What follows belongs to an exercise in optimizing a design on an open flow for small area, a short achievable clock period and few clock cycles per item; a production flow would make more cautious choices.
Power figures rest on the tool's default switching activity, not on a simulated workload.

Setup of oak:
// ams_frame_encoder
module ams_frame_encoder (
    input  wire        clk,
    input  wire        rst,
    input  wire        in_valid,
    output wire        in_ready,
    input  wire        in_clear,
    input  wire        in_stream,      
    input  wire [15:0] in_year,
    input  wire [7:0]  in_month,
    input  wire [7:0]  in_day,
    input  wire [7:0]  in_wday,
    input  wire [7:0]  in_hour,
    input  wire [7:0]  in_minute,
    input  wire [7:0]  in_second,
    input  wire [31:0] in_p,
    input  wire [31:0] in_po,
    input  wire [31:0] in_q,
    input  wire [31:0] in_qo,
    input  wire [31:0] in_i1,
    input  wire [31:0] in_i2,
    input  wire [31:0] in_i3,
    input  wire [15:0] in_u1,
    input  wire [15:0] in_u2,
    input  wire [15:0] in_u3,
    input  wire [31:0] in_tpi,
    input  wire [31:0] in_tpo,
    input  wire [31:0] in_tqi,
    input  wire [31:0] in_tqo,
    output wire        out_valid,
    input  wire        out_ready,
    output wire [7:0]  out_data,
    output wire        out_last
);
    reg        v0, v1;
    reg [15:0] l0_y;
    reg [7:0]  l0_mo, l0_d, l0_w, l0_h, l0_mi;
    reg [4:0]  l0_q;
    reg [15:0] l1_y;
    reg [7:0]  l1_mo, l1_d, l1_w, l1_h;
    reg [4:0] sec_q;
    reg [7:0] l0_s;
    integer   ti;
    always @* begin
        sec_q = 5'd0;
        for (ti = 10; ti < 256; ti = ti + 10)
            if (in_second >= ti) sec_q = ti / 10;
    end
    always @* begin
        l0_s = 8'd0;
        for (ti = 1; ti < 26; ti = ti + 1)
            if (l0_q == ti) l0_s = ti * 10;
    end
    wire e0_a = v0 && ({in_year, in_month, in_day} == {l0_y, l0_mo, l0_d});
    wire e1_a = v1 && ({in_year, in_month, in_day} == {l1_y, l1_mo, l1_d});
    wire e0_b = {in_wday, in_hour, in_minute} == {l0_w, l0_h, l0_mi};
    wire e1_b = {in_wday, in_hour} == {l1_w, l1_h};
    wire e0_c = sec_q == l0_q;
    wire [2:0] n_pt = in_stream ? {e1_a, e1_b, 1'b1} : {e0_a, e0_b, e0_c};
    reg       in_rdy;
    reg       ld_rdy;          
    reg       act;             
    reg       c_str, c_clr;
    reg [2:0] c_pt;
    reg       p_v;             
    reg       p_str, p_clr;
    reg [2:0] p_pt;
    wire c_dup = &c_pt;
  ...
Size in the first run: roughly 1900 cells after synthesis, ~570 flip-flops, ~480 I/O pins, about 25000 um^2 of cells after synthesis.
Settings: LEC_CHECK=0, CAP_MARGIN=20, CORE_MARGIN=2, CORE_UTILIZATION=40, CTS_CLUSTER_DIAMETER=80, CTS_CLUSTER_SIZE=20, SLEW_MARGIN=20; clock period 10.0 ns.
standard.sh (not shown) runs the stock make flow with config.mk's settings and CLKGATE_MAP_FILE= SYNTH_SCRIPT=/design/flow/synth_recipe.tcl, a recipe that flattens the netlist after the stock synthesis.
==> flow/flow/run.sh <==
#!/bin/bash
set -euo pipefail
export BUFFER_PORTS_ARGS="-buffer_cell sky130_fd_sc_hd__buf_1"
export SETUP_SLACK_MARGIN=6.6
bash standard.sh finish > standard_flow.log 2>&1
oak: full flow OK, the timing, design-rule and antenna checks passed
Input-level comparison between pine and oak:
==> flow/flow/run.sh <==
#!/bin/bash
set -euo pipefail
export BUFFER_PORTS_ARGS="-buffer_cell sky130_fd_sc_hd__buf_1"
export SETUP_SLACK_MARGIN=6.8
bash standard.sh finish > standard_flow.log 2>&1
[summary]
~same global-route usage in pine and oak. pine vs oak: total number of nets in the final design down slightly. Comparing pine with oak, the total sequential power came out essentially unchanged. Compared oak against pine; area added between synthesis and finish within noise. oak has higher depth of the most critical reg-to-reg path than pine. In pine relative to oak, final cell count had gone down slightly. The worst setup slack of pine exceeds that of oak by 0.098 ns. Relative to oak, the net switching power measured on pine has increased by a few percent. Of pine and oak, the run reporting the higher routed wire length was oak.
No functional check of the RTL was part of any run of this note.

* * *

Another version of the RTL of ams_frame_encoder (not shown whole).
Size: ~1900 cells after synthesis, roughly 480 I/O pins, ~25000 µm² of cells after synthesis.
==> flow/design.v (excerpt) <==
module ams_frame_encoder (
    input  wire        clk,
    input  wire        rst,
    input  wire        in_valid,
    output wire        in_ready,
    input  wire        in_clear,
    input  wire        in_stream,      
    input  wire [15:0] in_year,
    input  wire [7:0]  in_month,
    input  wire [7:0]  in_day,
    input  wire [7:0]  in_wday,
    input  wire [7:0]  in_hour,
    input  wire [7:0]  in_minute,
    input  wire [7:0]  in_second,
    input  wire [31:0] in_p,
    input  wire [31:0] in_po,
    input  wire [31:0] in_q,
    input  wire [31:0] in_qo,
    input  wire [31:0] in_i1,
    input  wire [31:0] in_i2,
    input  wire [31:0] in_i3,
    input  wire [15:0] in_u1,
    input  wire [15:0] in_u2,
    input  wire [15:0] in_u3,
    input  wire [31:0] in_tpi,
    input  wire [31:0] in_tpo,
    input  wire [31:0] in_tqi,
    input  wire [31:0] in_tqo,
    output wire        out_valid,
    input  wire        out_ready,
    output wire [7:0]  out_data,
    output wire        out_last
);
export LEC_CHECK = 0
export CAP_MARGIN = 20
export CORE_MARGIN = 2
export CORE_UTILIZATION = 55
export CTS_CLUSTER_DIAMETER = 100
export CTS_CLUSTER_SIZE = 30
export SLEW_MARGIN = 20
create_clock -name core_clock -period 10.0 [get_ports {clk}]
==> flow/flow/run.sh <==
#!/bin/bash
set -euo pipefail
export BUFFER_PORTS_ARGS="-buffer_cell sky130_fd_sc_hd__buf_1"
export SETUP_SLACK_MARGIN=7
bash standard.sh finish > standard_flow.log 2>&1
==> next run, changes <==
==> flow/flow/run.sh (replaced) <==
#!/bin/bash
set -euo pipefail
export BUFFER_PORTS_ARGS="-buffer_cell sky130_fd_sc_hd__buf_1"
export SETUP_SLACK_MARGIN=6.6
bash standard.sh finish > standard_flow.log 2>&1
Settings changed: CORE_UTILIZATION 55 to 40, CTS_CLUSTER_DIAMETER 100 to unset, CTS_CLUSTER_SIZE 30 to unset.
=>
- The new run went through all stages and came out clean
- fmax goes up by 0.50%
- first-iteration DRC count came out lower by 17%
- sequential cell count stays the same
- via count came out lower by 3.3%
==> next run, changes <==
==> flow/flow/run.sh (replaced) <==
#!/bin/bash
set -euo pipefail
export BUFFER_PORTS_ARGS="-buffer_cell sky130_fd_sc_hd__buf_1"
export SETUP_SLACK_MARGIN=7
bash standard.sh finish > standard_flow.log 2>&1
Wire length grows by 4.4%.
Area after synthesis does not change.
Clock power is about the same.
Maximum frequency goes up by 1.2%.
Cell count goes up by about 1.6%.
Sequential power barely changes.
Synthesized cell count does not change.
Register-to-register slack improves by 0.15 ns.
Power is higher by about 0.75%.
==> next run, changes <==
Settings changed: CORE_UTILIZATION 40 to 55, CTS_CLUSTER_DIAMETER set to 80, CTS_CLUSTER_SIZE set to 20.
After rerunning: Cell area is lower by 4.0%. Setup slack is worse by 0.083 ns. Core utilization is higher by 17 points. Global-route usage is higher by 8.4 points. Flip-flop and latch count does not change. Non-clock buffer count is higher by 27. Routed wire length is lower by about 8%. Clock-buffer cell count is lower by 28. Combinational power is higher by about 2%. Sequential share of layout area is higher by 2.1 points.
No run of this note included a check of the RTL's function; only the layout flow was run.

separate check: timing with driven ports:
The results above use ideal ports. As a check the final layouts listed here were re-extracted and re-timed, cells and wires unchanged.
Step 1, drivers: a clkbuf_16 drives clk and a buf_2 each remaining input, both assumed.
Step 2, shift: input delay + t, output delay - t, t = (earliest + latest rising clock arrival at the registers) / 2. This alone moves slack from input paths to output paths.
Slacks: ideal / step 1 / step 2; pairs: ideal / step 1.
run	t, ns	setup slack, ns	hold slack, ns	worst register clock-pin slew, ns	cell pins on the clock port's net
oak	0.641	6.530 / 6.530 / 5.933	0.541 / 0.541 / 0.541	0.09 / 0.09	1
pine	0.644	6.628 / 6.628 / 6.049	0.530 / 0.530 / 0.530	0.09 / 0.09	1
the first run of note 2	0.635	6.576 / 6.587 / 5.953	0.526 / 0.526 / 0.526	0.12 / 0.12	1
the second run of note 2	0.696	6.593 / 6.614 / 5.919	0.526 / 0.526 / 0.526	0.07 / 0.07	1
the third run of note 2	0.694	6.632 / 6.622 / 5.947	0.537 / 0.537 / 0.537	0.07 / 0.07	1
the fourth run of note 2	0.637	6.549 / 6.562 / 5.926	0.519 / 0.519 / 0.519	0.09 / 0.09	1
After both steps setup and hold are still met in every run listed. For the third run of note 2, which loses most, drivers alone change the setup slack by -0.010 ns; drivers and shift together by -0.685 ns.
